From an optimization exercise on the open Yosys and OpenROAD flow, aimed at small area, a short achievable clock period and few clock cycles per item; shortcuts taken in it are not production practice. Function was checked by simulation only, so behaviour that the tests miss may differ from the original. Power and IR drop assume default switching activity.

===== flow/config.mk =====
export PLATFORM = sky130hd
export DESIGN_NAME = ghost_mask
export DESIGN_NICKNAME = ghost_mask
export VERILOG_FILES = /design/flow/design.v
export SDC_FILE = /design/flow/constraint.sdc
export NUM_CORES = 4
export LEC_CHECK = 0
export CAP_MARGIN = 20
export CORE_MARGIN = 2
export CORE_UTILIZATION = 40
export SLEW_MARGIN = 20

===== flow/constraint.sdc =====
create_clock -name core_clock -period 30.0 [get_ports {clk}]
set_input_delay 6.0000 -clock core_clock [delete_from_list [all_inputs] [get_ports {clk}]]
set_output_delay 6.0000 -clock core_clock [all_outputs]
set_load 0.01 [all_outputs]

===== flow/design.v =====
module ghost_mask (
    input  wire       clk,
    input  wire       rst,         
    input  wire       in_valid,
    output wire       in_ready,
    input  wire [7:0] in_cyc,
    input  wire       in_last,     
    input  wire [1:0] in_wsel,     
    input  wire [4:0] in_cols,     
    input  wire [7:0] in_tol,      
    output wire       out_valid,
    input  wire       out_ready,
    output wire       out_mask,
    output wire       out_last     
);
    localparam [1:0] M_IDLE = 2'd0, M_RUN = 2'd1, M_TAIL = 2'd2, M_FLUSH = 2'd3;
    localparam integer QD = 7;     
    reg [1:0] mode;
    reg [1:0] h_r;
    reg [4:0] wm1_r;
    reg [7:0] tol_r;
    reg [4:0] ncol;        
    reg [4:0] dph;         
    reg [2:0] rs;          
    reg [2:0] wb;          
    reg [1:0] vp;          
    reg [1:0] fl;          
    reg       in_ready_r;
    reg       vrdy_r;
    reg       credit_ok;
    reg       ir_v, ir_real, ir_rs, ir_em, ir_last, ir_fst;
    reg [7:0] ir_pix;
    reg [5:0] ir_vm, ir_wm;
    wire first    = (mode == M_IDLE);
    wire acc_real = in_valid && in_ready_r && !rst;
    wire acc_virt = vrdy_r && !rst;
    wire acc      = acc_real || acc_virt;
    wire [1:0] h_e   = first ? in_wsel : h_r;
    wire [4:0] wm1_e = first ? in_cols : wm1_r;
    wire [4:0] col   = first ? 5'd0 : ncol;
    wire [2:0] rs_e  = first ? 3'd0 : rs;
    wire [2:0] wb_e  = first ? 3'd0 : wb;
    wire [1:0] vp_e  = first ? 2'd0 : vp;
    wire       rowend = (col == wm1_e);
    reg  [5:0] vmask;
    reg  [5:0] wmask;
    integer b, kk;
    always @(*) begin
        for (b = 0; b < 6; b = b + 1) begin
            kk = wb_e - b;
            if (kk <= 0) kk = kk + 6;
            vmask[b] = (kk <= 2 * h_e) && (kk <= rs_e) && (kk >= vp_e);
            wmask[b] = acc_real && (wb_e == b);
        end
    end
    wire emit_e = (rs_e >= {1'b0, h_e});
    wire last_e = acc_virt ? (vp == h_r && rowend) : (in_last && h_e == 2'd0);
    reg [1:0] mode_n;
    always @(*) begin
        mode_n = mode;
        if (acc_real) begin
            if (in_last) mode_n = (h_e == 2'd0) ? M_FLUSH : M_TAIL;
            else         mode_n = M_RUN;
        end else if (acc_virt) begin
            if (last_e)  mode_n = M_FLUSH;
        end else if (mode == M_FLUSH && !ir_v && fl == 2'd0) begin
            mode_n = M_IDLE;
        end
    end
    wire w1  = (wm1_r == 5'd0);
    wire eq2 = w1 || (wm1_r == 5'd1 ? (dph == 5'd0) : (dph == 5'd2));
    wire slot_next = acc || eq2;
    wire bubble = (mode == M_FLUSH) && !ir_v && (fl != 2'd0) && credit_ok;
    always @(posedge clk) begin
        ir_pix <= in_cyc;
        ir_rs  <= (col == 5'd0);
        ir_fst <= first;
        ir_vm  <= vmask;
        ir_em  <= emit_e;
        ir_last <= last_e;
        if (rst) begin
            mode       <= M_IDLE;
            in_ready_r <= 1'b1;
            vrdy_r     <= 1'b0;
            ncol       <= 5'd0;
            rs         <= 3'd0;
            wb         <= 3'd0;
            vp         <= 2'd0;
            fl         <= 2'd0;
            ir_v       <= 1'b0;
            ir_real    <= 1'b0;
            ir_wm      <= 6'd0;
        end else begin
            mode    <= mode_n;
            ir_v    <= acc;
            ir_real <= acc_real;
            ir_wm   <= wmask;
            in_ready_r <= credit_ok && ((mode_n == M_IDLE) ||
                                        (mode_n == M_RUN && slot_next));
            vrdy_r     <= credit_ok && (mode_n == M_TAIL && slot_next);
            if (acc) begin
                if (first) begin
                    h_r   <= in_wsel;
                    wm1_r <= in_cols;
                    tol_r <= in_tol;
                    dph   <= (in_cols == 5'd0) ? 5'd0 : 5'd1;
                end
                ncol <= rowend ? 5'd0 : col + 5'd1;
                if (rowend) begin
                    rs <= (rs_e == 3'd6) ? 3'd6 : rs_e + 3'd1;
                    wb <= (wb_e == 3'd5) ? 3'd0 : wb_e + 3'd1;
                    if (acc_real && in_last) vp <= 2'd1;
                    else if (acc_virt)       vp <= vp + 2'd1;
                end
                if (last_e) fl <= h_e;
            end else begin
                dph <= (dph == 5'd0) ? wm1_r : dph - 5'd1;
            end
            if (bubble) fl <= fl - 2'd1;
            if (mode_n == M_IDLE) begin
                ncol <= 5'd0;
                rs   <= 3'd0;
                wb   <= 3'd0;
                vp   <= 2'd0;
            end
        end
    end
    reg  [47:0]     s0;
    reg  [47:0]     g1;
    reg  [2*48-1:0] g2;
    reg  [4*48-1:0] g4;
    reg  [8*48-1:0] g8;
    reg  [16*48-1:0] g16;
    wire [47:0] y1 = wm1_r[0] ? g1 : s0;
    wire [47:0] y2 = wm1_r[1] ? g2[2*48-1 -: 48] : y1;
    wire [47:0] y3 = wm1_r[2] ? g4[4*48-1 -: 48] : y2;
    wire [47:0] y4 = wm1_r[3] ? g8[8*48-1 -: 48] : y3;
    wire [47:0] fb = wm1_r[4] ? g16[16*48-1 -: 48] : y4;
    reg [47:0] s0_d;
    integer q;
    always @(*) begin
        for (q = 0; q < 6; q = q + 1)
            s0_d[8*q +: 8] = ir_wm[q] ? ir_pix : fb[8*q +: 8];
    end
    always @(posedge clk) begin
        s0  <= s0_d;
        g1  <= s0;
        g2  <= {g2[47:0], y1};
        g4  <= {g4[3*48-1:0], y2};
        g8  <= {g8[7*48-1:0], y3};
        g16 <= {g16[15*48-1:0], y4};
    end
    reg [7:0] vmax, vmin, t;
    integer e;
    always @(*) begin
        vmax = ir_real ? ir_pix : 8'd0;
        vmin = ir_real ? ir_pix : 8'd255;
        for (e = 0; e < 6; e = e + 1) begin
            t = fb[8*e +: 8];
            if (ir_vm[e] && t > vmax) vmax = t;
            if (ir_vm[e] && t < vmin) vmin = t;
        end
    end
    reg [7:0] hmax [0:6];
    reg [7:0] hmin [0:6];
    reg [5:0] hrs;
    reg [3:0] hem;
    reg [3:0] hlast;
    reg       hshift;
    wire      shift = ir_v || bubble;
    integer j;
    always @(posedge clk) begin
        if (shift) begin
            hmax[0] <= vmax;
            hmin[0] <= vmin;
            for (j = 1; j < 7; j = j + 1) begin
                hmax[j] <= hmax[j - 1];
                hmin[j] <= hmin[j - 1];
            end
            hrs   <= {hrs[4:0], !ir_v || ir_rs};
            hlast <= {hlast[2:0], ir_v && ir_last};
        end
        if (rst) begin
            hem    <= 4'd0;
            hshift <= 1'b0;
        end else begin
            hshift <= shift;
            if (shift)
                hem <= {hem[2:0] & {3{!(ir_v && ir_fst)}}, ir_v && ir_em};
        end
    end
    reg [6:0] hv;
    always @(*) begin
        hv = 7'd0;
        case (h_r)
            2'd0: hv[0] = 1'b1;
            2'd1: begin
                hv[1] = 1'b1;
                hv[0] = !hrs[0];
                hv[2] = !hrs[1];
            end
            2'd2: begin
                hv[2] = 1'b1;
                hv[1] = !hrs[1];
                hv[0] = !(hrs[0] || hrs[1]);
                hv[3] = !hrs[2];
                hv[4] = !(hrs[2] || hrs[3]);
            end
            default: begin
                hv[3] = 1'b1;
                hv[2] = !hrs[2];
                hv[1] = !(hrs[1] || hrs[2]);
                hv[0] = !(hrs[0] || hrs[1] || hrs[2]);
                hv[4] = !hrs[3];
                hv[5] = !(hrs[3] || hrs[4]);
                hv[6] = !(hrs[3] || hrs[4] || hrs[5]);
            end
        endcase
    end
    reg [7:0] wmax, wmin;
    integer m;
    always @(*) begin
        wmax = 8'd0;
        wmin = 8'd255;
        for (m = 0; m < 7; m = m + 1) begin
            if (hv[m] && hmax[m] > wmax) wmax = hmax[m];
            if (hv[m] && hmin[m] < wmin) wmin = hmin[m];
        end
    end
    reg       c_emit, c_last;
    always @(*) begin
        case (h_r)
            2'd0: begin c_emit = hem[0]; c_last = hlast[0]; end
            2'd1: begin c_emit = hem[1]; c_last = hlast[1]; end
            2'd2: begin c_emit = hem[2]; c_last = hlast[2]; end
            default: begin c_emit = hem[3]; c_last = hlast[3]; end
        endcase
    end
    reg [7:0] pmax, pmin, tolp;
    reg       pv, pl;
    always @(posedge clk) begin
        pmax <= wmax;
        pmin <= wmin;
        pl   <= c_last;
        tolp <= tol_r;
        if (rst) pv <= 1'b0;
        else     pv <= hshift && c_emit;
    end
    wire res = ({1'b0, pmax} - {1'b0, pmin}) > {1'b0, tolp};
    reg [QD-1:0] qv, qm, ql;
    wire deq = qv[0] && out_ready;
    integer i;
    reg cv, pvv;
    always @(posedge clk) begin
        if (rst) begin
            qv <= {QD{1'b0}};
            credit_ok <= 1'b1;
        end else begin
            for (i = 0; i < QD; i = i + 1) begin
                cv  = deq ? ((i < QD - 1) ? qv[i + 1] : 1'b0) : qv[i];
                pvv = (i == 0) ? 1'b1 : (deq ? qv[i] : qv[i - 1]);
                if (pv && !cv && pvv) begin
                    qv[i] <= 1'b1;
                    qm[i] <= res;
                    ql[i] <= pl;
                end else begin
                    qv[i] <= cv;
                    if (deq && i < QD - 1) begin
                        qm[i] <= qm[i + 1];
                        ql[i] <= ql[i + 1];
                    end
                end
            end
            credit_ok <= !qv[1];
        end
    end
    assign in_ready  = in_ready_r;
    assign out_valid = qv[0];
    assign out_mask  = qm[0];
    assign out_last  = ql[0];
endmodule

===== flow/run.sh =====
#!/bin/bash
# synth_recipe.tcl (not shown) runs the flow's synth.tcl, then flattens the netlist and writes it again
# the make line also repeats each setting of config.mk as NAME=value (left out here)
make -C /OpenROAD-flow-scripts/flow DESIGN_CONFIG=/design/flow/config.mk WORK_HOME=/design/flow/orfs CLKGATE_MAP_FILE= SYNTH_SCRIPT=/design/flow/synth_recipe.tcl finish

==> results.toml <==
[setup_path]
cp-start-kind = "flop"
crit_path_end_kind = "flop"
cpPeakStageDelay_ns = 0.64
required_ns = 30.67
r2r_cells = 60
rr_startpoint = "h_r[0]"
r2r_slack_ns = 17.42
arrival_ns = 13.25
reg2reg_to = "pmax[0]"
setup.worst_path.class = "reg -> reg"
cpMostUsedCell = "a21oi_1"
cp.buffers_inverters = 4
slowest_stage = "edfxtp_1"
worstPathMaxFanout = 14
critical_path.top_delay_family = "compound AO/OA/AOI/OAI gates"

[clock_tree]
clk_pin_slew_ns = 0.06
cts-root-buf = "clkbuf_16"
hold_buffers = 0
cts_made_buffers = 164
clock-sinks = 1776
cts_buffer_depth = 3
tritoncts = "built"
cts_resized = 0
htree_levels = 4
worst_skew_pair.late_latency_ns = 0.78
postCtsSetupBuffers = 0

[timing]
fmax_mhz = 79.5
hold_viol = 0
min_period_ns = 12.58
max-slew-margin-rel_pct = 35.9
rsz0062_at_grt = "no"
finalMaxSlewViolations = 0
period_share_pct = 41.9
skew_ns = 0.0304
tightest_slew_ns = 0.962
finalSetupTns_ns = 0
setup_violations = 0

[detailed_routing]
first_pass_iters = 5
viasPerCell = 4.51
routedWlPerCell_um = 15.3
vias = 25100
dr.first_iter.drc_count = 1434
drcViolationCount = 0
antenna_left = 0
totalWireLength_mm = 85.4

[grt]
track_usage_pct = 13.3
grt_pass1_wl_mm = 137
grt_max_degree = 74
antenna_found_initial = 1
grt_pass1_vias = 25000
overflow = 0

[synthesis]
async_reset_ff_share_pct = 0
synth-seq-cells = 1776
synth_nets = 3933
yosysWarnings = 5
yosys.cell_types.count = 79
synthFlopType = "dfxtp_1"
synth-edff-count = 156
avgSynthCellArea_um2 = 13.9
synth_top_area_cell = "dfxtp_1"
synth_top_area_share_pct = 63.7
seq_area_frac_synth_pct = 72.9
synthCells = 3656
ys_top_cells_by_area = "dfxtp_1 (64%), edfxtp_1 (9.2%), ha_1 (6.1%), mux2_2 (5.6%), mux2i_1 (2.4%)"
synth_area_mm2 = 0.0509

[floorplanning]
die_h_um = 361
die-area_mm2 = 0.130
fp.coreArea_mm2 = 0.126
start_util_pct = 40.4
ios = 32
rows = 130
die_w_um = 361

[placed_design]
io_buffers = 31
gp_congestion = 0.812
hpwl_mm = 56.1

[layout]
multi_input_comb_area_mm2 = 0.0128
seq_area_mm2 = 0.0371
final_common_cell = "dfxtp_1"
fillers = 11000
finalNetCount = 4067
final_cell_mix = "dfxtp_1 (1620), mux2_2 (253), ha_1 (247), inv_1 (184), a21oi_1 (178)"
final_layout_size_suffix_gt1_share_pct = 14.2
area_growth_pct = 15.4

[power]
p_switching_uw = 1080
internal_power_uw = 3900
p_leak_uw = 0.0249
power_uw = 4970
comb_power_share_pct = 5.6
vdd_drop_max_v = 0.0000495
seq_power_share_pct = 51.7
p_per_area_mw_per_mm2 = 84.6
swShare_pct = 21.6
power.clock.fraction_pct = 42.7

[job]
max_cap_viol_count = 0

[run_status]
status = "no timing/DRC/antenna violations"

[worst_hold_path]
holdPathStages = 0
hold_start = "g16[631]"
whs_endpoint = "g16[679]"
hp-class = "reg -> reg"
area by class of cell:
type                       count  area share (%)
antenna                        1         0.00425
clock buffer                 225            8.00
clock inverter                68            1.70
inverter                     192            1.23
multi-input combinational   1613            21.8
sequential                  1776            63.1
tap                         1650            3.51
timing repair buffer          43           0.681
state kept, by name (all words and copies together), names as in the netlist, 7 cells and up:
signal and flops:
tol_r 8, g8 384, qm 7, s0 48, g4 192, pmin 8
ql 7, ir_pix 8, g2 96, hmin 56, qv 7, tolp 8
hmax 56, pmax 8, g16 768, g1 48
through the flow:
stage | utilization (%) | cells | area (um2) | setup WS (ns) | hold slack [ns]
floorplan | - | 3656 | 50900 | 18.91 | 0.310
global placement | 42.1 | 5274 | 53100 | 17.56 | 0.310
detailed placement | 42.1 | 5274 | 53100 | 17.47 | 0.312
CTS | 46.7 | 5567 | 58800 | 17.40 | 0.287
global route | 46.7 | 5567 | 58800 | 16.07 | 0.297
finish | 46.7 | 5568 | 58800 | 17.42 | 0.300
worst max-delay path by stage:
stage,start,to,depth (start not counted)
final,h_r[0],pmax[0],60
after global routing,h_r[0],pmax[0],61
after CTS,h_r[0],pmax[0],61
after detailed placement,h_r[0],pmax[0],61
after floorplan,wm1_r[0],hmax[0][0],65
after global placement,wm1_r[1],hmin[0][3],48
synth_stat cells (7+ instances only):
library cell  instances
dfxtp_1            1620
mux2_2              253
ha_1                247
inv_1               187
a21oi_1             178
nor2_1              170
edfxtp_1            156
nand2_1             128
mux2i_1             123
o21ai_0              81
a21o_1               63
clkbuf_1             52
nand2b_1             33
nand4_1              31
nor2b_1              24
a211oi_1             21
a31oi_1              21
o21a_1               20
nand3_1              19
buf_1                18
xnor2_1              14
and2_1               13
nor3_1               13
nor3b_1              13
o211ai_1             12
and3_1                9
o211a_1               9
a2111o_1              7
o22ai_1               7
kinds of logic (layout without fill, tap and decap cells):
| family | after synthesis | in the layout | share of synthesized area [%] |
|---|---|---|---|
| AO/OA/AOI/OAI | 481 | 481 | 6.02 |
| XOR/XNOR | 19 | 19 | 0.327 |
| adder cells (fa/ha/maj) | 250 | 250 | 6.17 |
| buffers and inverters | 267 | 528 | 2.02 |
| flip-flops | 1776 | 1776 | 72.9 |
| multiplexers | 380 | 380 | 8.14 |
| other | 0 | 1 | 0 |
| AND/OR/NAND/NOR | 483 | 483 | 4.48 |
per-layer routing:
metal	GRT usage, %	vias up	share of wire, %
met3	2.65	138	3.4
met4	4.76	0	2.0
met2	20.1	320	43
li1	-	12800	-
met5	0	-	0
met1	18.8	11900	52
power groups by stage:
stage | Sequential, uW | Combinational, uW | Clock, uW
CTS | 2570 | 282 | 2190
floorplan | 2610 | 210 | 0
finish | 2570 | 278 | 2120
global route | 2580 | 319 | 2280
global placement | 2620 | 275 | 0
detailed placement | 2620 | 280 | 0
Testbench counts, summed over its fixed seeds: cycles 35,138, items 32,428.

==> afterwards: timing with drivers on the ports <==
No port has a modelled driver above. Below, the same layout with a new extraction and two added sets of constraints. Step 1 sets driving cells, clkbuf_16 on the clock port and buf_2 on the other inputs (assumed; they add their load-dependent delay and slew). Step 2 adds t to the input delays and takes it off the output delays; t is the mean of the earliest and latest rising clock arrival at the registers after step 1. Input paths then give back, and output paths get back, about the clock's delay inside the block. Three values: no drivers, after step 1, after step 2; two values: the first two.
t (ns): 0.836
setup WS [ns]: 17.421 / 17.421 / 17.421
worst register clock-pin slew, ns: 0.07 / 0.07
cell pins on the clock port's net: 1
After both steps this run still meets setup and hold. For this run, drivers alone change the setup slack by 0.000 ns; drivers and shift together by 0.000 ns.
